This is an optimization exercise on Yosys and OpenROAD, whose aim is small area, a short achievable clock period and few clock cycles per item, not a production implementation.
RTL that was checked went through simulation tests only; none was proved equivalent to the original.
Only the layout flow was run in runs 1 and 3; the RTL was not checked for function there.
No activity file was given, so power comes from the tool's default toggle rates.

### flow/standard.sh
#!/bin/bash
# synth_recipe.tcl (not shown) runs the flow's synth.tcl, then flattens the netlist and writes it again
# the make line also repeats each setting of config.mk as NAME=value (left out here)
make -C /OpenROAD-flow-scripts/flow DESIGN_CONFIG=/design/flow/config.mk WORK_HOME=/design/flow/orfs CLKGATE_MAP_FILE= SYNTH_SCRIPT=/design/flow/synth_recipe.tcl "${@:-finish}"
### flow/constraint.sdc
create_clock -name core_clock -period 13.0 [get_ports {clk}]
set_input_delay 2.6000 -clock core_clock [delete_from_list [all_inputs] [get_ports {clk}]]
set_output_delay 2.6000 -clock core_clock [all_outputs]
set_load 0.01 [all_outputs]
### flow/design.v
module sdr_cbuild (
    input  wire        clk,
    input  wire        rst,          
    input  wire        start,        
    input  wire        qam,          
    input  wire [15:0] arg,          
    output reg         busy,
    output reg         done,         
    output reg  [7:0]  err,          
    output reg  [31:0] cinfo,        
    output reg         clut_we,
    output reg  [7:0]  clut_waddr,
    output wire [31:0] clut_wdata
);
    reg         st_chk, st_setup, st_half, st_write;
    reg         flip_r;      
    reg         wrap_r;      
    reg         cend_r;      
    reg         lastc_r;     
    reg         bw_r;        
    reg         mode;        
    reg  [8:0]  m;           
    reg         big;         
    reg  [7:0]  R1;          
    reg  [8:0]  R2;          
    reg  [1:0]  p1, p2;      
    reg  [9:0]  x2n;         
    reg  [32:0] q;           
    reg  [34:0] acc;         
    reg  [15:0] vB;          
    reg  [7:0]  rc;          
    reg         ph;          
    reg  [4:0]  cc;          
    reg  [3:0]  b;           
    assign clut_wdata = {acc[34:19], vB};
    wire accept = start & ~busy;
    wire [8:0] mb   = cinfo[8:0];
    wire       qb_m = cinfo[16];
    wire       even = ~mb[0];    
    reg  [4:0] k_lut;
    reg        sq_lut;
    always @(*) begin
        sq_lut = 1'b1;
        case (m)
        9'd4:   begin k_lut = 5'd2;   end
        9'd9:   begin k_lut = 5'd3;   end
        9'd16:  begin k_lut = 5'd4;  end
        9'd25:  begin k_lut = 5'd5;  end
        9'd36:  begin k_lut = 5'd6;  end
        9'd49:  begin k_lut = 5'd7;  end
        9'd64:  begin k_lut = 5'd8;  end
        9'd81:  begin k_lut = 5'd9;  end
        9'd100: begin k_lut = 5'd10; end
        9'd121: begin k_lut = 5'd11; end
        9'd144: begin k_lut = 5'd12; end
        9'd169: begin k_lut = 5'd13; end
        9'd196: begin k_lut = 5'd14; end
        9'd225: begin k_lut = 5'd15; end
        9'd256: begin k_lut = 5'd16; end
        default: begin k_lut = 5'd0; sq_lut = 1'b0; end
        endcase
    end
    wire [4:0] kk    = k_lut;                         
    wire [8:0] a0_sum = mb + {4'd0, kk};
    wire [7:0] a0_lut = even ? a0_sum[8:1] : mb[8:1];
    wire [8:0] n_lev = qb_m ? {4'd0, kk} : mb;         
    wire [7:0] c0    = n_lev[8:1];                    
    wire [7:0] h1m1  = c0 - {7'd0, even};             
    wire [7:0] h2m1  = c0 - 8'd1;                     
    wire [3:0] kc0m1 = kk[4:1] - 4'd1;                
    wire e_zero = ~big & (m == 9'd0);
    wire e_one  = ~big & (m == 9'd1);
    wire e_big  = big | (m[8] & (|m[7:0]));
    wire e_sq   = mode & ~sq_lut;
    wire fail   = e_zero | e_one | e_big | e_sq;
    wire [7:0] err_code = e_zero ? 8'h11 : e_one ? 8'h21 : e_big ? 8'h31 :
                          e_sq ? 8'h41 : 8'h00;
    reg         pow2;        
    reg  [3:0]  log2m;       
    always @(*) begin
        pow2 = 1'b1;
        case (m)
        9'd2:   log2m = 4'd1;
        9'd4:   log2m = 4'd2;
        9'd8:   log2m = 4'd3;
        9'd16:  log2m = 4'd4;
        9'd32:  log2m = 4'd5;
        9'd64:  log2m = 4'd6;
        9'd128: log2m = 4'd7;
        9'd256: log2m = 4'd8;
        default: begin pow2 = 1'b0; log2m = 4'd0; end
        endcase
    end
    wire [9:0] d1a  = {1'b0, R1, 1'b1} - {1'b0, m};        
    wire       g1a  = ~d1a[9];
    wire [7:0] r1a  = g1a ? d1a[7:0] : {R1[6:0], 1'b0};
    wire [9:0] d1b  = {1'b0, r1a, 1'b1} - {1'b0, m};
    wire       g1b  = ~d1b[9];
    wire [7:0] r1b  = g1b ? d1b[7:0] : {r1a[6:0], 1'b0};
    wire [9:0]  t2a  = {R2, p1[1]};
    wire [10:0] s2a  = {1'b0, t2a} + {1'b0, x2n};
    wire        g2a  = s2a[10];
    wire [8:0]  r2a  = g2a ? s2a[8:0] : t2a[8:0];
    wire [9:0]  t2b  = {r2a, p1[0]};
    wire [10:0] s2b  = {1'b0, t2b} + {1'b0, x2n};
    wire        g2b  = s2b[10];
    wire [8:0]  r2b  = g2b ? s2b[8:0] : t2b[8:0];
    wire        st_sq   = st_chk | st_setup;        
    wire        sgn     = acc[34];
    wire        inv     = st_sq & ~sgn;
    wire        cst     = st_half | flip_r;
    wire [34:0] add_a   = st_sq ? {acc[32:0], p2} : (acc ^ {35{flip_r}});
    wire [32:0] qb      = (q ^ {33{inv}}) & {33{~cst}};
    wire [34:0] add_b   = {qb, st_sq, st_sq ? sgn : (~cst | (st_half & even))}
                        | (st_half ? 35'h40000 : 35'd0)
                        | (flip_r  ? 35'h80000 : 35'd0);
    wire        add_c   = st_sq ? ~sgn : ~st_half;
    wire [34:0] sum     = add_a + add_b + {34'd0, add_c};
    wire        rbit    = ~sum[34];                     
    wire        setup_last = st_setup & (rc == 8'd0);
    wire        turn    = flip_r | wrap_r;
    wire [7:0]  rc_n    = turn ? (flip_r ? h2m1 : h1m1) : rc - 8'd1;
    wire        rcz_n   = turn ? (flip_r ? (h2m1 == 8'd0) : (h1m1 == 8'd0)) : (rc == 8'd1);
    wire        ph_n    = ph ^ turn;
    wire [3:0]  b_nx    = bw_r ? 4'd0 : b + 4'd1;
    wire        cend_n  = ~cend_r & (cc == 5'd1);
    wire        lastc_n = cend_r ? (b_nx == kc0m1) : lastc_r;
    wire        last    = qb_m ? (cend_r & lastc_r) : wrap_r;
    wire        last_nx = qb_m ? (cend_n & lastc_n) : (rcz_n & ph_n);
    wire [3:0]  b_new   = cend_r ? b_nx : b;
    wire [7:0]  addr_inc = (~qb_m | (cend_r & bw_r)) ? 8'd0 : {3'd0, kk};
    wire [7:0]  addr_nx  = flip_r ? {4'd0, b_new & {4{qb_m}}} :
                           clut_waddr + addr_inc + {7'd0, ~qb_m | cend_r};
    always @(posedge clk) begin
        if (rst) begin
            st_chk   <= 1'b0;
            st_setup <= 1'b0;
            st_half  <= 1'b0;
            st_write <= 1'b0;
            busy     <= 1'b0;
            done     <= 1'b0;
            err      <= 8'd0;
            cinfo    <= 32'd0;
            clut_we  <= 1'b0;
        end else begin
            st_chk   <= accept;
            st_setup <= (st_chk & ~fail) | (st_setup & ~setup_last);
            st_half  <= setup_last;
            st_write <= st_half | (st_write & ~last);
            clut_we  <= st_half | (st_write & ~last);
            done     <= (st_chk & fail) | (st_write & ~last & last_nx);
            if (accept)
                busy <= 1'b1;
            else if ((st_chk & fail) | (st_write & last_nx))
                busy <= 1'b0;
            if (st_chk) begin
                err <= err_code;
                if (!fail)
                    cinfo <= {1'b1, 13'd0, pow2, mode, log2m, 3'd0, m};
            end
        end
    end
    always @(posedge clk) begin
        if (!busy) begin
            mode <= qam;
            m    <= arg[8:0];
            big  <= |arg[15:9];
            x2n  <= ~(qam ? 10'd1 : {1'b0, arg[8:0]});
            if (arg[8:0] <= 9'd4) begin
                R1 <= (arg[8:0] == 9'd3) ? 8'd1 : 8'd0;
                p1 <= (arg[8:0] == 9'd2) ? 2'd3 : 2'd1;
            end else begin
                p1 <= 2'd0;
                R1 <= ~(|arg[8:4]) ? 8'd3 : ~(|arg[8:6]) ? 8'd12 :
                      ~(arg[8] | (&arg[7:5])) ? 8'd48 : 8'd192;
            end
            rc  <= ~(|arg[8:4]) ? 8'd33 : ~(|arg[8:6]) ? 8'd32 :
                   ~(arg[8] | (&arg[7:5])) ? 8'd31 : 8'd30;
            R2  <= 9'd0;
            p2  <= 2'd0;
            acc <= 35'd0;
            q   <= 33'd0;
        end else begin
            R1  <= r1b;
            p1  <= {g1a, g1b};
            R2  <= r2b;
            p2  <= {g2a, g2b};
            if (setup_last)
                acc <= {1'b0, q[31:0] & {32{even}}, rbit & even, 1'b0};
            else
                acc <= sum;
            if (st_sq)
                q <= {q[31:0], rbit};
        end
        if (st_sq)
            rc <= rc - 8'd1;
        flip_r <= 1'b0;
        wrap_r <= 1'b0;
        cend_r <= 1'b0;
        if (st_half) begin
            rc         <= h1m1;
            ph         <= 1'b0;
            flip_r     <= (h1m1 == 8'd0);
            cc         <= kk;
            lastc_r    <= 1'b0;
            b          <= c0[3:0];
            bw_r       <= ({1'b0, c0[3:0]} == kk - 5'd1);
            clut_waddr <= qb_m ? a0_lut : c0;
            vB         <= qb_m ? sum[34:19] : 16'd0;
        end
        if (st_write && busy) begin    
            rc      <= rc_n;
            ph      <= ph_n;
            flip_r  <= rcz_n & ~ph_n;
            wrap_r  <= rcz_n & ph_n;
            cend_r  <= qb_m & cend_n;
            cc      <= cend_r ? kk : cc - 5'd1;
            lastc_r <= lastc_n;
            clut_waddr <= addr_nx;
            if (cend_r) begin
                b    <= b_nx;
                bw_r <= ({1'b0, b_nx} == kk - 5'd1);
                vB   <= sum[34:19];
            end
        end
    end
endmodule
### flow/config.mk
export PLATFORM = sky130hd
export DESIGN_NAME = sdr_cbuild
export DESIGN_NICKNAME = sdr_cbuild
export VERILOG_FILES = /design/flow/design.v
export SDC_FILE = /design/flow/constraint.sdc
export NUM_CORES = 4
export LEC_CHECK = 0
export ABC_AREA = 1
export CAP_MARGIN = 20
export CORE_MARGIN = 2
export CORE_UTILIZATION = 55
export SLEW_MARGIN = 20
### flow/flow/run.sh
#!/bin/bash
# Standard ORFS layout (the standard.sh, standard synthesis unchanged), with the
# timing repair asked to over-fix setup and the ports buffered with buf_2 cells: the
# clock period and constraints are the design's own; only the resizer's target slack
# and the port buffer cell differ from the default flow.
set -euo pipefail
export SETUP_SLACK_MARGIN=${SETUP_MARGIN:-9.4}
export BUFFER_PORTS_ARGS="-buffer_cell sky130_fd_sc_hd__buf_2"
bash standard.sh synth > synth.log 2>&1
bash standard.sh > layout.log 2>&1
==> results of run 1 <==
[report_power, final]
group	switching (mW)	internal, mW
sequential	0.0413	0.633
combinational	0.633	0.490
clock	0.245	0.311
total	0.919	1.43
[final cells by class]
class | count | area, sq um | area share (%)
clock buffers | 21 | 483 | 3.02
clock inverters | 11 | 134 | 0.838
inverters | 238 | 935 | 5.85
multi-input cells | 1382 | 8460 | 53.0
flip-flops and latches | 182 | 4130 | 25.9
well taps | 319 | 399 | 2.50
repair buffers | 187 | 1420 | 8.91
repair inverters | 1 | 8.76 | 0.0548
[metal layers]
layer  track usage [%]  part of all wire [%]  vias to the layer above
li1                  -                     -                     6578
met1              42.5                    43                     6309
met2              55.9                    49                      536
met3              3.53                   5.7                       88
met4              10.1                   2.8                        0
met5                 0                     0                        -
[metrics by stage]
stage          utilization, %  setup WS (ns)  power, mW  hold slack, ns
2_1_floorplan               -           9.16       1.28           0.454
3_3_place_gp             58.6           8.49       1.39           0.430
3_5_place_dp             58.6           8.33       1.41           0.440
4_1_cts                  65.2           8.91       2.22           0.453
5_1_grt                  67.7           8.58       2.48           0.480
6_report                 67.7           8.84       2.35           0.453
[cells in the mapped netlist (17+ instances only)]
cell      instances  area share (%)
edfxtp_1         43             9.7
nand4_1          17            0.80
clkbuf_1         46             1.3
xnor2_1          49             3.2
inv_1           227             6.4
dfxtp_1         139              21
nor2_1          171             4.8
nor3_1           20            0.75
o22ai_1          20            0.94
nand3_1          77             2.9
nand2_1         299             8.4
o21ai_0         203             7.6
a21oi_1         193             7.2
a31oi_1          21            0.99
xor2_1           34             2.2
ha_1             87             8.2
buf_4            38             2.1
[flip-flops by register name (all words and copies together), names as in the netlist, 4 cells and up]
signal,count
R1,8
R2,9
acc,35
b,4
cc,5
cinfo,16
clut_waddr,8
err,4
m,9
q,33
rc,8
vB,16
x2n,9
[worst max-delay path: cells and delay by family, from the launching register on]
kind                     cells  cell delay, ns
AO/OA/AOI/OAI               11            1.44
AND/OR/NAND/NOR              8            0.95
adder cells (fa/ha/maj)      3            0.91
flip-flops                   1            0.38
multiplexers                 1            0.31
buffers and inverters        1            0.04
[final timing paths]
kind                            slack [ns]         to  depth (start not counted)
worst min-delay path                  0.45  cinfo[15]                          2
worst max-delay path                  8.84      R2[4]                         24
worst max register to register        8.84      R2[4]                         24
worst min register to register        0.45  cinfo[15]                          2
[cell families (layout without fill, tap and decap cells)]
kind of cell | count (synthesis) | in the layout
compound gates | 525 | 526
xor+xnor | 83 | 83
fa+ha+maj | 94 | 94
buf+inv | 333 | 458
flops | 182 | 182
mux | 2 | 2
other cells | 1 | 20
simple gates | 656 | 657
[what timing repair did]
item	4_1_cts	5_1_grt
gates cloned	8	1
setup buffers	56	32
endpoints found under the setup margin	96	82
hold buffers	0	0
pin swaps	13	30
resized for setup	101	98
endpoints found under the hold margin	0	0
==> run_results.csv, run 1 <==
group,metric,value,unit
global_route,grt_max_degree,71,
job,max_cap_viol_count,0,
finish,fin_nets,2123,
timing,finClkSkew,0.0126,ns
run_status,status,"complete, no violations",
critical_path,crit_path_max_incr_delay,0.38,ns
critical_path,critical_path_class,"register to register",
finish,num-fill-cells,2088,
clock_tree,cts_root_buf,"clkbuf_16",
worst_hold_path,min_path_type,"register to register",
finish,final_common_cell,"nand2_1",
drt,drtIter0Drc,1117,
critical_path,path_cells,"ha_2, inv_2, fa_2, o21ai_2, a21oi_1, o21bai_1, nand2_1, nand2_1, a21oi_2, or2_4, nand2_8, mux2_4, fa_2, a21oi_2, o21bai_1, a21oi_1, nor2_1, nor2_1, o21bai_1, a21o_1, nand2_4, nand2_8, o21ai_2, a21oi_1",
yosys,yosys.area_share.simple,21.8,%
placement,place_congestion,0.989,
timing,setup_viol,0,
timing,hold_viol_final,0,
timing,min_period,4.16,ns
finish,final_area,0.0160,sq mm
drt,via_per_inst,5.77,
finish,area_delta_synth_final,19.8,%
timing,max_slew_margin,52.0,%
timing,worst_pin_slew,0.718,ns
critical_path,r2r-start,"x2n[0]",
yosys,synth_cells,1876,
power_and_ir_drop,p_leak,7.09,nW
global_route,grt_pass1_vias,12400,
yosys,synthXorXnorAreaFrac,5.45,%
floorplan,core_area,0.0236,sq mm
timing,min_period_over_period,32.0,%
finish,stdcell_count,2341,
yosys,yosys_warnings,1,
clock_tree,htree_levels,4,
placement,hpwl,28.6,mm
placement,dp.cells,2212,
floorplan,start_util,56.5,%
finish,drive_gt1_share,21.2,%
critical_path,end_kind,"register",
global_route,grt_antenna_before_repair,0,
global_route,gr-total-overflow,0,
clock_tree,cts_tree,"done",
yosys,synth_area_per_cell,7.11,sq um
power_and_ir_drop,power.density_cell_area,147,mW/mm^2
finish,antenna-diode-count,0,
clock_tree,clockBufferDepth,2,
yosys,synth_edf_count,43,
yosys,synth_fa_ha_area_share,9.21,%
yosys,synthesis.area,0.0133,sq mm
drt,wl,43.1,mm
yosys,ys_seq_elements,182,
yosys,synth_mux_area_share,0.169,%
clock_tree,clkLatencyLatePin,0.45,ns
drt,ant_nets,0,
yosys,synth_compound_area_share,22.1,%
clock_tree,cts.sinks,182,
critical_path,slowest_stage,"edfxtp_1",
power_and_ir_drop,ir_worst_vdd,199,uV
clock_tree,cts_made_buffers,17,
worst_hold_path,worst_hold_startpoint,"cinfo[15]",
timing,final_max_slew_viol_count,0,
drt,drc,0,
timing,setup_tns,0,ns
placement,place_area,0.0138,sq mm
clock_tree,path_clk_slew,0.07,ns
floorplan,rows,56,
critical_path,crit_path_start_kind,"register",
floorplan,die_area,0.0255,sq mm
drt,wl_per_cell,18.4,um
yosys,ys_seq_area_share,30.5,%
floorplan,pin_count,103,
drt,via_count,13500,
drt,drtPass1Iterations,6,
yosys,synth_top_family_by_area,"compound AO/OA/AOI/OAI gates",
floorplan,die_h,160,um
critical_path,startpoint,"x2n[0]",
yosys,synth_cell_types,64,
finish,most-common-layout-cells,"nand2_1 (285), inv_1 (217), o21ai_0 (186), a21oi_1 (175), nor2_1 (154)",
timing,fmax,0.241,GHz
timing,rsz0062_at_grt,"yes",
critical_path,worstPathMaxFanout,8,
yosys,ys.flop_type,"dfxtp_1",
critical_path,cp_data_arrival_time,4.49,ns
global_route,grt_pass1_wl,66.1,mm
critical_path,required,13.34,ns
yosys,synthArstFlopShare,0,%
floorplan,fp.dieW,160,um
placement,port_buffers,82,
global_route,grtUsageTotal,32.3,%
==> run 2, diff against run 1 <==
--- a/flow/design.v
+++ b/flow/design.v
@@ -32,6 +32,7 @@
     reg         ph;          
     reg  [4:0]  cc;          
     reg  [3:0]  b;           
+    reg  [4:0]  kk;          
     assign clut_wdata = {acc[34:19], vB};
     wire accept = start & ~busy;
     wire [8:0] mb   = cinfo[8:0];
@@ -60,7 +61,6 @@
         default: begin k_lut = 5'd0; sq_lut = 1'b0; end
         endcase
     end
-    wire [4:0] kk    = k_lut;                         
     wire [8:0] a0_sum = mb + {4'd0, kk};
     wire [7:0] a0_lut = even ? a0_sum[8:1] : mb[8:1];
     wire [8:0] n_lev = qb_m ? {4'd0, kk} : mb;         
@@ -192,6 +192,8 @@
             if (st_sq)
                 q <= {q[31:0], rbit};
         end
+        if (st_chk)
+            kk <= k_lut;
         if (st_sq)
             rc <= rc - 8'd1;
         flip_r <= 1'b0;
--- a/flow/config.mk
+++ b/flow/config.mk
@@ -8,5 +8,5 @@
 export ABC_AREA = 1
 export CAP_MARGIN = 20
 export CORE_MARGIN = 2
-export CORE_UTILIZATION = 55
+export CORE_UTILIZATION = 62
 export SLEW_MARGIN = 20
==> run 2 against run 1 <==
  * Worst hold slack worse by 0.0024 ns
  * Critical endpoint is now clut_waddr[7]
  * Design area is 3.8% lower
  * Power decreased by 10%
  * Still clean
  * Die area down 7.8%
  * Worst setup slack improved by 0.55 ns
  * Via count up 1.2%
==> run_results.csv, run 2 <==
group,metric,value,unit
critical_path,crit_path_start_kind,"register",
critical_path,r2r-start,"x2n[0]",
yosys,synth_area_per_cell,6.99,sq um
drt,ant_nets,0,
finish,antenna-diode-count,0,
yosys,synth_edf_count,48,
finish,area_delta_synth_final,11.1,%
yosys,synth_cell_types,63,
timing,min_period,3.60,ns
clock_tree,path_clk_slew,0.08,ns
timing,min_period_over_period,27.7,%
worst_hold_path,worst_hold_startpoint,"vB[1]",
yosys,synthArstFlopShare,0,%
critical_path,crit_path_max_incr_delay,0.40,ns
placement,dp.cells,2272,
global_route,grt_max_degree,72,
timing,setup_tns,0,ns
placement,port_buffers,82,
drt,highest_layer,"met4",
clock_tree,clockBufferDepth,2,
timing,rsz0062_at_grt,"yes",
timing,worst_pin_slew,0.865,ns
worst_hold_path,hold_depth,2,
yosys,ys.flop_type,"dfxtp_1",
global_route,grt_antenna_before_repair,0,
clock_tree,cts_made_buffers,17,
yosys,synth_top_area_share,20.1,%
yosys,synth_top_cells_by_count,"nand2_1 (423), inv_1 (210), o21ai_0 (179)",
yosys,synth_cells,1977,
timing,final_max_slew_viol_count,0,
finish,final_common_cell,"nand2_1",
power_and_ir_drop,swShare,39.6,%
clock_tree,htree_levels,4,
power_and_ir_drop,switchingPower,0.835,mW
global_route,grt_pass1_wl,63.5,mm
placement,hpwl,28.2,mm
finish,reg_top3,"acc (35), q (33)",
drt,drtIter0Drc,1301,
yosys,ys_seq_area_share,30.6,%
critical_path,rr_worst_depth,20,
finish,most-common-layout-cells,"nand2_1 (416), inv_1 (205), o21ai_0 (169), a21oi_1 (165), nor2_1 (160)",
critical_path,rrSetupSlack,9.57,ns
yosys,yosys_warnings,1,
worst_hold_path,min_path_type,"register to register",
finish,num-fill-cells,1881,
finish,largest-register,"acc",
critical_path,slowest_stage,"edfxtp_1",
power_and_ir_drop,seqPwrFrac,32.8,%
critical_path,end_kind,"output pin",
drt,via_per_inst,5.83,
timing,finClkSkew,0.0206,ns
finish,seq_area,0.00428,sq mm
power_and_ir_drop,p_leak,6.98,nW
placement,place_congestion,0.996,
drt,drtPass1Iterations,6,
drt,drc,0,
yosys,synth_area_leader_cell,"dfxtp_1",
timing,hold_viol_final,0,
power_and_ir_drop,clockPowerShare,25.0,%
finish,stdcell_count,2343,
clock_tree,cts.sinks,187,
global_route,gr-total-overflow,0,
global_route,grtUsageTotal,32.8,%
critical_path,critical_path_class,"register to output pin",
yosys,synthesis.area,0.0138,sq mm
timing,max_slew_margin,42.3,%
timing,fmax,0.277,GHz
job,max_cap_viol_count,0,
global_route,grt_pass1_vias,12500,
critical_path,cp_top_family,"flip-flops",
finish,drive_gt1_share,14.6,%
power_and_ir_drop,ir_worst_vdd,170,uV
drt,via_count,13700,
finish,fin_nets,2165,
finish,multiInputGateArea,0.00849,sq mm
power_and_ir_drop,combPwrFrac,42.2,%
clock_tree,cts_root_buf,"clkbuf_16",
yosys,ys_seq_elements,187,
clock_tree,clkLatencyLatePin,0.44,ns
floorplan,rows,54,
floorplan,start_util,63.4,%
timing,setup_viol,0,
critical_path,crit_buf_inv,1,
drt,met3WireLength,3.68,mm
clock_tree,cts_tree,"done",
critical_path,r2r-end,"R2[3]",
yosys,yosysMostFrequentCell,"nand2_1",
critical_path,cp_data_arrival_time,1.00,ns
power_and_ir_drop,power.density_cell_area,137,mW/mm^2
floorplan,core_area,0.0218,sq mm
critical_path,path_cells,"buf_2",
finish,largest_reg_flops,35,
run_status,status,"complete, no violations",
drt,wirelength_met1,17.8,mm
power_and_ir_drop,p_int,1.27,mW
critical_path,required,10.40,ns
drt,wl_per_cell,17.0,um
worst_hold_path,min_to,"vB[1]",
floorplan,pin_count,103,
yosys,synthTopCellsByArea,"dfxtp_1 (20%), nand2_1 (11%), edfxtp_1 (10%)",
floorplan,die_h,153,um
critical_path,worstPathMaxFanout,2,
floorplan,die_area,0.0235,sq mm
drt,wl_met2,17.7,mm
drt,wl,39.9,mm
floorplan,fp.dieW,153,um
## run 2: changes by cell type after synthesis, sizes merged, moves of 7 or more
| cell | change |
|---|---|
| nand2 | +122 |
| nand3 | +36 |
| o21ai | -20 |
| a31oi | -11 |
| a21oi | -10 |
| nor3 | +10 |
| a32o | -8 |
| inv | -8 |
| nor2 | -7 |
| o221ai | -7 |
| o22ai | -7 |
## run 2: final cells by class
type / instances / area share (%)
multi-input cells: 1489 / 55.2
flip-flops and latches: 187 / 27.8
inverters: 227 / 5.68
repair buffers: 127 / 5.18
clock buffers: 17 / 2.77
well taps: 280 / 2.28
clock inverters: 15 / 0.969
repair inverters: 1 / 0.0570
## run 2: cells by family (layout without fill, tap and decap cells)
logic type,Yosys count,after routing,share of synthesized area (%)
AND/OR/NAND/NOR,816,816,25.7
adder cells (fa/ha/maj),95,95,9.03
multiplexers,1,1,0.0814
XOR/XNOR,88,88,5.57
other,1,20,0.0271
buffers and inverters,320,387,10.0
AO/OA/AOI/OAI,469,469,19.0
flip-flops,187,187,30.6
## run 2: worst max-delay path by stage
stage | start | slack, ns | cells past startpoint | endpoint
3_5_place_dp | st_chk | 8.64 | 19 | q[0]
5_1_grt | x2n[2] | 9.35 | 19 | R2[2]
3_3_place_gp | st_chk | 8.77 | 17 | acc[25]
4_1_cts | clut_waddr[4] | 9.40 | 1 | clut_waddr[4]
2_1_floorplan | arg[8] | 9.39 | 9 | rc[2]
6_report | clut_waddr[7] | 9.40 | 1 | clut_waddr[7]
## run 2: per-layer routing
metal,global-route usage (%),up-vias
met5,0,-
met4,7.43,0
met3,5.05,56
met2,51.4,621
met1,48.0,6269
li1,-,6722
## run 2: power groups by stage
stage	Clock (mW)	Combinational (mW)	Sequential (mW)
6_report	0.527	0.889	0.691
5_1_grt	0.556	0.995	0.697
4_1_cts	0.532	0.784	0.690
3_5_place_dp	0	0.739	0.707
3_3_place_gp	0	0.718	0.704
2_1_floorplan	0	0.611	0.694
## run 2: repair_timing
action | CTS | global route
hold endpoints to repair | 0 | 0
setup endpoints to repair | 92 | 81
cloned | 0 | 3
pin swaps | 0 | 11
hold buffers | 0 | 0
gates resized for setup | 44 | 62
setup buffers | 18 | 18
## run 2: metrics by stage
| stage | utilization (%) | worst slack [ns] | total power, mW | hold WS, ns | area [sq um] |
|---|---|---|---|---|---|
| after detailed placement | 65.0 | 8.64 | 1.45 | 0.437 | 14200 |
| final | 70.4 | 9.40 | 2.11 | 0.451 | 15400 |
| after global placement | 65.0 | 8.77 | 1.42 | 0.433 | 14200 |
| after CTS | 68.7 | 9.40 | 2.01 | 0.454 | 15000 |
| after global routing | 70.4 | 9.35 | 2.25 | 0.481 | 15400 |
| after floorplan | - | 9.39 | 1.30 | 0.439 | 13900 |
Testbench counts of run 2, summed over its fixed seeds: cycles 13,890, builds 96.
==> run 3, diff against run 2 <==
--- a/flow/design.v
+++ b/flow/design.v
@@ -24,7 +24,8 @@
     reg  [7:0]  R1;          
     reg  [8:0]  R2;          
     reg  [1:0]  p1, p2;      
-    reg  [9:0]  x2n;         
+    reg  [8:0]  x2n;         
+    reg         q1lo;        
     reg  [32:0] q;           
     reg  [34:0] acc;         
     reg  [15:0] vB;          
@@ -98,11 +99,11 @@
     wire       g1b  = ~d1b[9];
     wire [7:0] r1b  = g1b ? d1b[7:0] : {r1a[6:0], 1'b0};
     wire [9:0]  t2a  = {R2, p1[1]};
-    wire [10:0] s2a  = {1'b0, t2a} + {1'b0, x2n};
+    wire [10:0] s2a  = {1'b0, t2a} + {2'b01, x2n};
     wire        g2a  = s2a[10];
     wire [8:0]  r2a  = g2a ? s2a[8:0] : t2a[8:0];
     wire [9:0]  t2b  = {r2a, p1[0]};
-    wire [10:0] s2b  = {1'b0, t2b} + {1'b0, x2n};
+    wire [10:0] s2b  = {1'b0, t2b} + {2'b01, x2n};
     wire        g2b  = s2b[10];
     wire [8:0]  r2b  = g2b ? s2b[8:0] : t2b[8:0];
     wire        st_sq   = st_chk | st_setup;        
@@ -165,7 +166,8 @@
             mode <= qam;
             m    <= arg[8:0];
             big  <= |arg[15:9];
-            x2n  <= ~(qam ? 10'd1 : {1'b0, arg[8:0]});
+            x2n  <= ~arg[8:0];
+            q1lo <= 1'b0;
             if (arg[8:0] <= 9'd4) begin
                 R1 <= (arg[8:0] == 9'd3) ? 8'd1 : 8'd0;
                 p1 <= (arg[8:0] == 9'd2) ? 2'd3 : 2'd1;
@@ -184,7 +186,8 @@
             R1  <= r1b;
             p1  <= {g1a, g1b};
             R2  <= r2b;
-            p2  <= {g2a, g2b};
+            p2  <= mode ? {q1lo, p1[1]} : {g2a, g2b};
+            q1lo <= p1[0];
             if (setup_last)
                 acc <= {1'b0, q[31:0] & {32{even}}, rbit & even, 1'b0};
             else
--- a/flow/config.mk
+++ b/flow/config.mk
@@ -8,5 +8,5 @@
 export ABC_AREA = 1
 export CAP_MARGIN = 20
 export CORE_MARGIN = 2
-export CORE_UTILIZATION = 62
+export CORE_UTILIZATION = 55
 export SLEW_MARGIN = 20
==> run 3 against run 2 <==
  * Still clean on timing, DRC and antenna
  * Flip-flop and latch count is 1 higher
  * Combinational power grew 3.8%
  * Count of clock-buffer cells in the layout increased by 1
  * Fmax shrank 1.5%
  * Non-clock buffer count up 8
  * Power rose by 2.9%
  * Clock power grew 4.4%
==> run_results.csv, run 3 <==
group,metric,value,unit
worst_hold_path,hold_depth,2,
critical_path,crit_buf_inv,1,
worst_hold_path,min_to,"vB[2]",
yosys,ys_seq_area_share,30.5,%
placement,pre_cts_ws,8.66,ns
finish,reg_top3,"acc (35), q (33)",
clock_tree,cts_made_buffers,17,
critical_path,r2r-start,"x2n[0]",
floorplan,die_h,163,um
critical_path,critical_path_class,"register to output pin",
finish,num-fill-cells,2380,
yosys,synth_fa_ha_area_share,8.97,%
drt,via_count,13700,
yosys,synth_cells,1969,
critical_path,path_cells,"buf_2",
drt,ant_nets,0,
power_and_ir_drop,p_int,1.30,mW
yosys,synth_area_leader_cell,"dfxtp_1",
clock_tree,clockBufferDepth,2,
timing,setup_tns,0,ns
finish,antenna-diode-count,0,
clock_tree,cts_tree,"done",
yosys,synthesis.area,0.0139,sq mm
power_and_ir_drop,combPwrFrac,42.6,%
placement,port_buffers,82,
power_and_ir_drop,total_power,2.17,mW
critical_path,rrSetupSlack,9.57,ns
yosys,synth_top_family_by_area,"simple AND/OR/NAND/NOR gates",
floorplan,start_util,55.6,%
worst_hold_path,worst_hold_startpoint,"vB[2]",
finish,most-common-layout-cells,"nand2_1 (371), inv_1 (204), a21oi_1 (204), o21ai_0 (201), nor2_1 (152)",
timing,hold_ws,0.455,ns
critical_path,crit_path_max_incr_delay,0.44,ns
critical_path,required,10.40,ns
yosys,ys_seq_elements,188,
power_and_ir_drop,swShare,39.9,%
floorplan,core_area,0.0250,sq mm
yosys,synthTopCellsByArea,"dfxtp_1 (20%), edfxtp_1 (10%), nand2_1 (10%)",
floorplan,pin_count,103,
timing,final_max_slew_viol_count,0,
yosys,synthArstFlopShare,0,%
clock_tree,path_clk_slew,0.08,ns
drt,drtPass1Iterations,6,
yosys,synth_top_cells_by_count,"nand2_1 (376), a21oi_1 (214), inv_1 (213), o21ai_0 (213), nor2_1 (156)",
timing,finClkSkew,0.0166,ns
yosys,yosys.area_share.simple,24.3,%
critical_path,cp_data_arrival_time,1.06,ns
timing,min_period,3.66,ns
placement,place_congestion,0.993,
power_and_ir_drop,clockPowerShare,25.4,%
finish,fin_nets,2161,
drt,drtIter0Drc,1390,
power_and_ir_drop,ir_worst_vdd,131,uV
yosys,synthXorXnorAreaFrac,5.22,%
yosys,synth_edf_count,48,
global_route,grtUsageTotal,30.5,%
job,max_cap_viol_count,0,
floorplan,fp.dieW,163,um
critical_path,rr_worst_depth,20,
finish,largest_reg_flops,35,
drt,wl,42.1,mm
timing,setup_ws,9.34,ns
yosys,ys.flop_type,"dfxtp_1",
drt,wl_per_cell,17.6,um
yosys,yosys_warnings,1,
critical_path,end_kind,"output pin",
timing,fmax,0.273,GHz
yosys,synth_mux_area_share,0,%
global_route,grt_pass1_vias,12200,
critical_path,r2r-end,"R2[3]",
yosys,synth_cell_types,64,
power_and_ir_drop,seqPwrFrac,32.1,%
global_route,gr-total-overflow,0,
power_and_ir_drop,power.density_cell_area,139,mW/mm^2
clock_tree,cts_root_buf,"clkbuf_16",
clock_tree,htree_levels,4,
yosys,synth_compound_area_share,20.8,%
worst_hold_path,min_path_type,"register to register",
critical_path,worstPathMaxFanout,3,
yosys,synth_area_per_cell,7.07,sq um
critical_path,slowest_stage,"edfxtp_1",
timing,setup_viol,0,
critical_path,crit_cells,1,
finish,area_delta_synth_final,12.1,%
clock_tree,cts.sinks,188,
run_status,status,"complete, no violations",
global_route,grt_max_degree,73,
clock_tree,holdBufCountCts,0,
timing,worst_pin_slew,0.959,ns
clock_tree,clkLatencyLatePin,0.45,ns
floorplan,rows,58,
drt,drc,0,
power_and_ir_drop,switchingPower,0.865,mW
yosys,yosysMostFrequentCell,"nand2_1",
finish,largest-register,"acc",
critical_path,crit_path_start_kind,"register",
finish,multiInputGateArea,0.00853,sq mm
finish,drive_gt1_share,16.3,%
global_route,grt_antenna_before_repair,0,
global_route,grt_pass1_wl,64.4,mm
finish,seq_area,0.00431,sq mm
power_and_ir_drop,p_leak,6.95,nW
finish,final_common_cell,"nand2_1",
timing,max_slew_margin,35.9,%
placement,hpwl,30.5,mm
drt,via_per_inst,5.71,
timing,min_period_over_period,28.1,%
timing,rsz0062_at_grt,"yes",
timing,hold_viol_final,0,
yosys,synth_top_area_share,20.1,%
critical_path,cp_top_family,"flip-flops",
floorplan,die_area,0.0266,sq mm
[run 3: area by class of cell]
class | instances | share of cell area [%]
inverters | 226 | 5.52
flip-flops and latches | 188 | 27.6
multi-input cells | 1478 | 54.7
clock inverters | 14 | 0.939
repair buffers | 135 | 5.69
clock buffers | 18 | 2.89
well taps | 330 | 2.65
[run 3: logic make-up (layout without fill, tap and decap cells)]
logic type | Yosys count | count (layout)
and+or+nand+nor | 752 | 753
AOI/OAI and AO/OA | 528 | 528
buffers and inverters | 323 | 393
DFF | 188 | 188
adders and majority gates | 95 | 95
xor gates and xnor gates | 82 | 82
other | 1 | 20
[run 3: timing repair]
item | 4_1_cts | 5_1_grt
resized for setup | 49 | 65
setup buffers | 14 | 27
endpoints found under the setup margin | 88 | 80
gates cloned | 0 | 3
pin swaps | 2 | 19
[run 3: worst max path at each step]
stage | start | endpoint | slack, ns
2_1_floorplan | m[1] | R1[6] | 9.44
3_3_place_gp | x2n[1] | R2[5] | 8.72
3_5_place_dp | x2n[0] | p2[0] | 8.66
4_1_cts | clut_waddr[1] | clut_waddr[1] | 9.30
5_1_grt | clut_waddr[1] | clut_waddr[1] | 9.33
6_report | clut_waddr[1] | clut_waddr[1] | 9.34
[run 3: metrics by stage]
stage	utilization, %	area (sq um)	cells
final	62.3	15600	2389
after global routing	62.3	15600	2389
after CTS	60.5	15100	2359
after detailed placement	57.2	14300	2313
after global placement	57.2	14300	2313
after floorplan	-	14000	1988
[run 3: per-layer routing]
metal | global-route usage [%] | vias to the layer above | share of wire [%]
met5 | 0 | - | 0
met4 | 6.40 | 0 | 1.6
met3 | 4.29 | 60 | 7.3
met2 | 48.7 | 536 | 45
met1 | 44.1 | 6338 | 46
li1 | - | 6717 | -
[run 3: power groups by stage]
stage | sequential (mW) | clock, mW | combinational, mW
final | 0.695 | 0.550 | 0.923
after global routing | 0.701 | 0.577 | 1.02
after CTS | 0.694 | 0.555 | 0.771
after detailed placement | 0.710 | 0 | 0.729
after global placement | 0.709 | 0 | 0.713
after floorplan | 0.697 | 0 | 0.594
==> run 4, diff against run 3 <==
--- a/flow/design.v
+++ b/flow/design.v
@@ -24,8 +24,7 @@
     reg  [7:0]  R1;          
     reg  [8:0]  R2;          
     reg  [1:0]  p1, p2;      
-    reg  [8:0]  x2n;         
-    reg         q1lo;        
+    reg  [9:0]  x2n;         
     reg  [32:0] q;           
     reg  [34:0] acc;         
     reg  [15:0] vB;          
@@ -99,11 +98,11 @@
     wire       g1b  = ~d1b[9];
     wire [7:0] r1b  = g1b ? d1b[7:0] : {r1a[6:0], 1'b0};
     wire [9:0]  t2a  = {R2, p1[1]};
-    wire [10:0] s2a  = {1'b0, t2a} + {2'b01, x2n};
+    wire [10:0] s2a  = {1'b0, t2a} + {1'b0, x2n};
     wire        g2a  = s2a[10];
     wire [8:0]  r2a  = g2a ? s2a[8:0] : t2a[8:0];
     wire [9:0]  t2b  = {r2a, p1[0]};
-    wire [10:0] s2b  = {1'b0, t2b} + {2'b01, x2n};
+    wire [10:0] s2b  = {1'b0, t2b} + {1'b0, x2n};
     wire        g2b  = s2b[10];
     wire [8:0]  r2b  = g2b ? s2b[8:0] : t2b[8:0];
     wire        st_sq   = st_chk | st_setup;        
@@ -116,7 +115,24 @@
                         | (st_half ? 35'h40000 : 35'd0)
                         | (flip_r  ? 35'h80000 : 35'd0);
     wire        add_c   = st_sq ? ~sgn : ~st_half;
-    wire [34:0] sum     = add_a + add_b + {34'd0, add_c};
+    reg  [34:0] bk_g, bk_p;
+    integer     bs, bi;
+    always @(*) begin
+        bk_g = add_a & add_b;
+        bk_p = add_a ^ add_b;
+        bk_g[0] = bk_g[0] | (bk_p[0] & add_c);
+        for (bs = 1; bs < 35; bs = bs * 2)
+            for (bi = 2 * bs - 1; bi < 35; bi = bi + 2 * bs) begin
+                bk_g[bi] = bk_g[bi] | (bk_p[bi] & bk_g[bi - bs]);
+                bk_p[bi] = bk_p[bi] & bk_p[bi - bs];
+            end
+        for (bs = 16; bs >= 1; bs = bs / 2)
+            for (bi = 3 * bs - 1; bi < 35; bi = bi + 2 * bs) begin
+                bk_g[bi] = bk_g[bi] | (bk_p[bi] & bk_g[bi - bs]);
+                bk_p[bi] = bk_p[bi] & bk_p[bi - bs];
+            end
+    end
+    wire [34:0] sum     = (add_a ^ add_b) ^ {bk_g[33:0], add_c};
     wire        rbit    = ~sum[34];                     
     wire        setup_last = st_setup & (rc == 8'd0);
     wire        turn    = flip_r | wrap_r;
@@ -166,8 +182,7 @@
             mode <= qam;
             m    <= arg[8:0];
             big  <= |arg[15:9];
-            x2n  <= ~arg[8:0];
-            q1lo <= 1'b0;
+            x2n  <= ~(qam ? 10'd1 : {1'b0, arg[8:0]});
             if (arg[8:0] <= 9'd4) begin
                 R1 <= (arg[8:0] == 9'd3) ? 8'd1 : 8'd0;
                 p1 <= (arg[8:0] == 9'd2) ? 2'd3 : 2'd1;
@@ -186,8 +201,7 @@
             R1  <= r1b;
             p1  <= {g1a, g1b};
             R2  <= r2b;
-            p2  <= mode ? {q1lo, p1[1]} : {g2a, g2b};
-            q1lo <= p1[0];
+            p2  <= {g2a, g2b};
             if (setup_last)
                 acc <= {1'b0, q[31:0] & {32{even}}, rbit & even, 1'b0};
             else
--- a/flow/config.mk
+++ b/flow/config.mk
@@ -8,5 +8,5 @@
 export ABC_AREA = 1
 export CAP_MARGIN = 20
 export CORE_MARGIN = 2
-export CORE_UTILIZATION = 55
+export CORE_UTILIZATION = 62
 export SLEW_MARGIN = 20
==> run 4 against run 3 <==
  * Clock skew fell by 0.0059 ns
  * Via count fell by 12%
  * Count of clock-buffer cells in the layout rose by 4
  * Non-clock buffer count grew 17
  * Fmax is 1.0% higher
  * Sequential power about the same
  * Wire length is 17% lower
  * Power fell by 1.2%
  * Critical path type unchanged
==> run_results.csv, run 4 <==
group,metric,value,unit
run_status,status,"complete, no violations",
finish,final_area,0.0150,sq mm
drt,ant_nets,0,
critical_path,slowest_stage,"edfxtp_1",
yosys,synth_cell_types,62,
global_route,grt_pass1_vias,11200,
yosys,yosys_warnings,1,
finish,largest-register,"acc",
placement,dp.cells,1979,
yosys,synthesis.area,0.0130,sq mm
timing,hold_viol_final,0,
timing,worst_pin_slew,1.13,ns
global_route,grt_antenna_before_repair,0,
global_route,gr-total-overflow,0,
power_and_ir_drop,total_power,2.14,mW
drt,wl_per_cell,16.9,um
placement,port_buffers,82,
critical_path,critical_path_class,"register to output pin",
critical_path,crit_path_start_kind,"register",
floorplan,pin_count,103,
floorplan,die_area,0.0221,sq mm
critical_path,worstPathMaxFanout,3,
yosys,synth_area_leader_cell,"dfxtp_1",
job,max_cap_viol_count,0,
critical_path,crit_buf_inv,1,
drt,drtPass1Iterations,5,
yosys,synth_edf_count,48,
yosys,ys.flop_type,"dfxtp_1",
yosys,synth_cells,1696,
critical_path,required,10.40,ns
clock_tree,htree_levels,4,
finish,drive_gt1_share,20.1,%
power_and_ir_drop,ir_worst_vdd,198,uV
timing,min_period_over_period,27.9,%
critical_path,rr_worst_depth,22,
drt,via_per_inst,5.76,
finish,largest_reg_flops,35,
yosys,synthArstFlopShare,0,%
critical_path,crit_cells,1,
placement,hpwl,23.5,mm
drt,drc,0,
power_and_ir_drop,p_leak,6.60,nW
floorplan,rows,52,
clock_tree,clkLatencyLatePin,0.44,ns
clock_tree,cts_tree,"done",
global_route,grt_pass1_wl,54.6,mm
yosys,ys_seq_area_share,32.5,%
finish,final_core_util,73.5,%
critical_path,path_cells,"buf_2",
timing,fmax,0.276,GHz
drt,wl,35.0,mm
yosys,ys_seq_elements,187,
worst_hold_path,hold_depth,2,
floorplan,fp.dieW,149,um
yosys,synth_top_cells_by_count,"nand2_1 (266), inv_1 (186), o21ai_0 (175)",
clock_tree,path_clk_slew,0.08,ns
power_and_ir_drop,power.density_cell_area,143,mW/mm^2
finish,reg_top3,"acc (35), q (33)",
timing,setup_tns,0,ns
finish,stdcell_count,2077,
timing,setup_viol,0,
yosys,yosysMostFrequentCell,"nand2_1",
finish,area_delta_synth_final,15.3,%
drt,drtIter0Drc,851,
placement,place_congestion,0.981,
timing,final_max_slew_viol_count,0,
clock_tree,cts.sinks,187,
clock_tree,cts_made_buffers,17,
floorplan,core_area,0.0204,sq mm
global_route,grt_max_degree,63,
finish,final_common_cell,"nand2_1",
timing,hold_ws,0.453,ns
timing,max_slew_margin,24.6,%
global_route,grtUsageTotal,30.9,%
timing,rsz0062_at_grt,"yes",
critical_path,cp_data_arrival_time,1.02,ns
floorplan,start_util,63.7,%
yosys,synthTopCellsByArea,"dfxtp_1 (21%), edfxtp_1 (11%), ha_1 (8.4%)",
worst_hold_path,min_path_type,"register to register",
timing,finClkSkew,0.0107,ns
finish,antenna-diode-count,0,
placement,pre_cts_ws,8.22,ns
critical_path,startpoint,"clut_waddr[6]",
timing,min_period,3.62,ns
critical_path,crit_path_max_incr_delay,0.42,ns
drt,via_count,12000,
finish,fin_nets,1925,
critical_path,cp_top_family,"flip-flops",
timing,setup_ws,9.38,ns
clock_tree,cts_root_buf,"clkbuf_16",
critical_path,r2r-start,"st_chk",
finish,most-common-layout-cells,"nand2_1 (256), inv_1 (178), o21ai_0 (156), a21oi_1 (135), nor2_1 (119)",
yosys,synth_area_per_cell,7.65,sq um
clock_tree,clockBufferDepth,2,
placement,place_area,0.0133,sq mm
yosys,synth_top_area_share,21.4,%
clock_tree,holdBufCountCts,0,
floorplan,die_h,149,um
critical_path,end_kind,"output pin",
worst_hold_path,worst_hold_startpoint,"vB[15]",
run 4: final timing paths:
kind	endpoint	slack [ns]
max	clut_waddr[6]	9.38
min	vB[15]	0.45
max reg2reg	acc[30]	9.47
min reg2reg	vB[15]	0.45
run 4: logic make-up (layout without fill, tap and decap cells):
family	count (synthesis)	in the layout	share of synthesized area (%)
AO/OA/AOI/OAI	439	439	19.2
adder cells (fa/ha/maj)	111	111	12.1
XOR/XNOR	96	96	6.48
AND/OR/NAND/NOR	565	566	19.5
buffers and inverters	295	386	10.0
multiplexers	2	2	0.174
other	1	20	0.0289
flip-flops	187	187	32.5
run 4: final cells by class:
type	count	area, sq um
sequential	187	4280
fill	1641	5400
timing repair inverter	4	30.0
clock inverter	10	91.3
multi-input combinational	1234	7890
inverter	198	758
timing repair buffer	152	1090
clock buffer	22	487
tap	270	338
run 4: per-layer routing:
metal / part of all wire [%] / up-vias / wire length [um] / track usage, %
li1: - / 5881 / - / -
met4: 3.1 / 0 / 1070 / 10.2
met3: 6.1 / 78 / 2130 / 4.11
met5: 0 / - / 0 / 0
met1: 44 / 5566 / 15300 / 41.3
met2: 47 / 431 / 16500 / 52.0
run 4: what timing repair did:
| action | 4_1_cts | 5_1_grt |
|---|---|---|
| pin swaps | 9 | 35 |
| buffers inserted | 33 | 24 |
| endpoints found under the setup margin | 90 | 71 |
| resized for setup | 65 | 91 |
| endpoints found under the hold margin | 0 | 0 |
| cloned | 5 | 4 |
run 4: report_power, final:
part / leakage (nW) / switching [mW] / internal, mW / total (mW)
Combinational: 4.71 / 0.527 / 0.401 / 0.928
Sequential: 1.60 / 0.0404 / 0.652 / 0.692
Clock: 0.281 / 0.247 / 0.275 / 0.522
Testbench counts of run 4, summed over its fixed seeds: cycles 13,890, builds 96.
==> run 5, diff against run 4 <==
--- a/flow/config.mk
+++ b/flow/config.mk
@@ -8,5 +8,5 @@
 export ABC_AREA = 1
 export CAP_MARGIN = 20
 export CORE_MARGIN = 2
-export CORE_UTILIZATION = 62
+export CORE_UTILIZATION = 55
 export SLEW_MARGIN = 20
==> run 5 against run 4 <==
  * Still clean
  * Synthesized cell count stayed put
  * Sequential share of layout area fell by 0.14 points
  * Non-clock buffer count rose by 7
  * Clock power down 2%
  * Count of clock-buffer cells in the layout shrank 4
  * Fmax rose by 0.21%
  * Power is 0.46% lower
  * Via count decreased by 1.0%
  * Critical path type unchanged
  * Critical endpoint is now clut_waddr[7]
  * Largest cell class unchanged
  * Largest power group unchanged
==> run_results.csv, run 5 <==
group,metric,value,unit
finish,antenna-diode-count,0,
critical_path,crit_path_max_incr_delay,0.41,ns
critical_path,rr_worst_depth,22,
finish,largest_reg_flops,35,
clock_tree,cts_tree,"done",
drt,drtIter0Drc,917,
worst_hold_path,min_path_type,"register to register",
drt,drtPass1Iterations,5,
placement,place_congestion,0.955,
timing,setup_ws,9.39,ns
finish,most-common-layout-cells,"nand2_1 (253), inv_1 (179), o21ai_0 (163), a21oi_1 (136), nor2_1 (119)",
timing,hold_viol_final,0,
yosys,synthTopCellsByArea,"dfxtp_1 (21%), edfxtp_1 (11%), ha_1 (8.4%)",
drt,ant_nets,0,
timing,fmax,0.277,GHz
yosys,ys_seq_elements,187,
yosys,ys.flop_type,"dfxtp_1",
yosys,synthArstFlopShare,0,%
placement,port_buffers,82,
timing,setup_viol,0,
drt,wl_per_cell,16.6,um
power_and_ir_drop,power.density_cell_area,142,mW/mm^2
yosys,ys_seq_area_share,32.5,%
global_route,gr-usage-met2,46.7,%
clock_tree,cts.sinks,187,
global_route,grt_antenna_before_repair,0,
yosys,synth_cell_types,62,
critical_path,crit_cells,1,
critical_path,slowest_stage,"edfxtp_1",
critical_path,cp_data_arrival_time,1.01,ns
yosys,yosys_warnings,1,
drt,via_count,11800,
run_status,status,"complete, no violations",
clock_tree,cts_made_buffers,17,
timing,setup_tns,0,ns
worst_hold_path,hold_depth,2,
global_route,met1_usage,39.9,%
global_route,grtUsageTotal,28.6,%
global_route,grt_max_degree,63,
placement,dp.cells,2030,
yosys,synth_area_per_cell,7.65,sq um
finish,fin_nets,1928,
clock_tree,clockBufferDepth,2,
yosys,synth_top_area_share,21.4,%
finish,largest-register,"acc",
floorplan,die_h,158,um
clock_tree,path_clk_slew,0.08,ns
floorplan,die_area,0.0248,sq mm
yosys,synth_cells,1696,
drt,via_per_inst,5.56,
yosys,yosysMostFrequentCell,"nand2_1",
global_route,grt_pass1_vias,11100,
power_and_ir_drop,p_leak,6.66,nW
yosys,synth_edf_count,48,
critical_path,path_cells,"buf_2",
floorplan,start_util,55.6,%
critical_path,end_kind,"output pin",
finish,stdcell_count,2129,
timing,rsz0062_at_grt,"yes",
global_route,busiest_layer,"met2",
timing,max_slew_margin,48.6,%
job,max_cap_viol_count,0,
timing,min_period,3.61,ns
drt,wl,35.4,mm
critical_path,required,10.40,ns
timing,final_max_slew_viol_count,0,
finish,area_delta_synth_final,15.9,%
finish,final_common_cell,"nand2_1",
placement,hpwl,24.1,mm
power_and_ir_drop,ir_worst_vdd,162,uV
clock_tree,htree_levels,4,
drt,drc,0,
clock_tree,holdBufCountCts,0,
yosys,synth_area_leader_cell,"dfxtp_1",
clock_tree,clkLatencyLatePin,0.44,ns
clock_tree,cts_root_buf,"clkbuf_16",
timing,min_period_over_period,27.8,%
global_route,grtUsageMet3,2.87,%
finish,drive_gt1_share,19.8,%
critical_path,crit_buf_inv,1,
timing,worst_pin_slew,0.772,ns
critical_path,cp_top_family,"flip-flops",
floorplan,pin_count,103,
placement,pre_cts_ws,8.06,ns
yosys,synthesis.area,0.0130,sq mm
global_route,grt_pass1_wl,56.2,mm
critical_path,worstPathMaxFanout,2,
global_route,gr-total-overflow,0,
finish,reg_top3,"acc (35), q (33)",
timing,finClkSkew,0.0110,ns
critical_path,crit_path_start_kind,"register",
floorplan,fp.dieW,158,um
yosys,synth_top_cells_by_count,"nand2_1 (266), inv_1 (186), o21ai_0 (175)",
critical_path,critical_path_class,"register to output pin",
floorplan,rows,56,
floorplan,core_area,0.0233,sq mm
==> run 5: cell count changes in the layout (fill, tap and decap cells not counted), sizes merged <==
cell      before  now
buf          149  153
bufbuf         2    5
clkbuf        23   19
clkinv         6    7
clkinvlp       9    8
inv          197  198
nor2         141  140
==> run 5: final cells by class <==
class | count | area (sq um)
multi-input combinational | 1233 | 7830
fill | 2096 | 8290
timing repair inverter | 1 | 7.51
tap | 319 | 399
clock inverter | 14 | 130
sequential | 187 | 4280
inverter | 198 | 757
clock buffer | 18 | 429
timing repair buffer | 159 | 1210
==> run 5: power breakdown <==
group	switching (mW)	total [mW]	internal [mW]	leakage (nW)
registers	0.0404	0.692	0.652	1.60
clock network	0.260	0.513	0.253	0.263
logic	0.519	0.927	0.408	4.79
total	0.819	2.13	1.31	6.66
==> run 5: final timing paths <==
path | start | to | slack [ns]
setup / recovery | clut_waddr[7] | clut_waddr[7] | 9.39
hold / removal | vB[15] | vB[15] | 0.45
setup reg to reg | st_chk | acc[30] | 9.55
hold reg to reg | vB[15] | vB[15] | 0.45
==> run 5: layer usage <==
layer / up-vias / share of wire, %
met5: - / 0
met4: 0 / 2.3
met3: 59 / 4.3
met2: 314 / 47
met1: 5589 / 47
li1: 5875 / -
==> run 5: kinds of logic (layout without fill, tap and decap cells) <==
logic type / count (synthesis) / count (layout) / synth area share, %
buffers and inverters: 295 / 390 / 10.0
other: 1 / 20 / 0.0289
multiplexers: 2 / 2 / 0.174
XOR/XNOR: 96 / 96 / 6.48
flip-flops: 187 / 187 / 32.5
AND/OR/NAND/NOR: 565 / 565 / 19.5
AO/OA/AOI/OAI: 439 / 439 / 19.2
adder cells (fa/ha/maj): 111 / 111 / 12.1
==> run 5: stage by stage <==
step	cell area, sq um	power [mW]	hold WS, ns	util [%]
after global routing	15000	2.28	0.479	64.5
after detailed placement	13400	1.41	0.439	57.4
final	15000	2.13	0.451	64.5
after CTS	14500	1.99	0.455	62.2
after global placement	13400	1.40	0.434	57.4
after floorplan	13100	1.28	0.444	-
==> run 5: what timing repair did <==
item	4_1_cts	5_1_grt
hold endpoints to repair	0	0
pin swaps	8	27
cloned	7	2
gates resized for setup	64	69
buffers inserted	26	32
endpoints found under the setup margin	94	59

-- what the ideal ports hide --
The flow's constraints put no driver on any port. The routed layouts listed below were extracted and timed again, unchanged, in two steps.
Step 1 assumes that a clkbuf_16 drives the clock port and a buf_2 every other input.
Step 2, shift: input delay + t, output delay - t, t = (earliest + latest rising clock arrival at the registers) / 2. This alone moves slack from input paths to output paths.
a / b / c = no drivers / after step 1 / after step 2; a / b = the first two.
| run | shift t [ns] | setup WS [ns] | latest minus earliest clock arrival (ns) | pins driven straight from the clock port |
|---|---|---|---|---|
| run 1 | 0.491 | 8.844 / 8.844 / 8.844 | 0.013 / 0.013 | 1 |
| run 2 | 0.487 | 9.396 / 9.343 / 8.963 | 0.022 / 0.022 | 1 |
| run 3 | 0.489 | 9.341 / 9.291 / 9.053 | 0.017 / 0.017 | 1 |
| run 4 | 0.481 | 9.378 / 9.330 / 9.019 | 0.011 / 0.011 | 1 |
| run 5 | 0.485 | 9.385 / 9.338 / 9.021 | 0.011 / 0.011 | 1 |
After both steps every run listed still meets setup and hold. For run 2, which loses most, drivers alone change the setup slack by -0.053 ns; drivers and shift together by -0.433 ns.
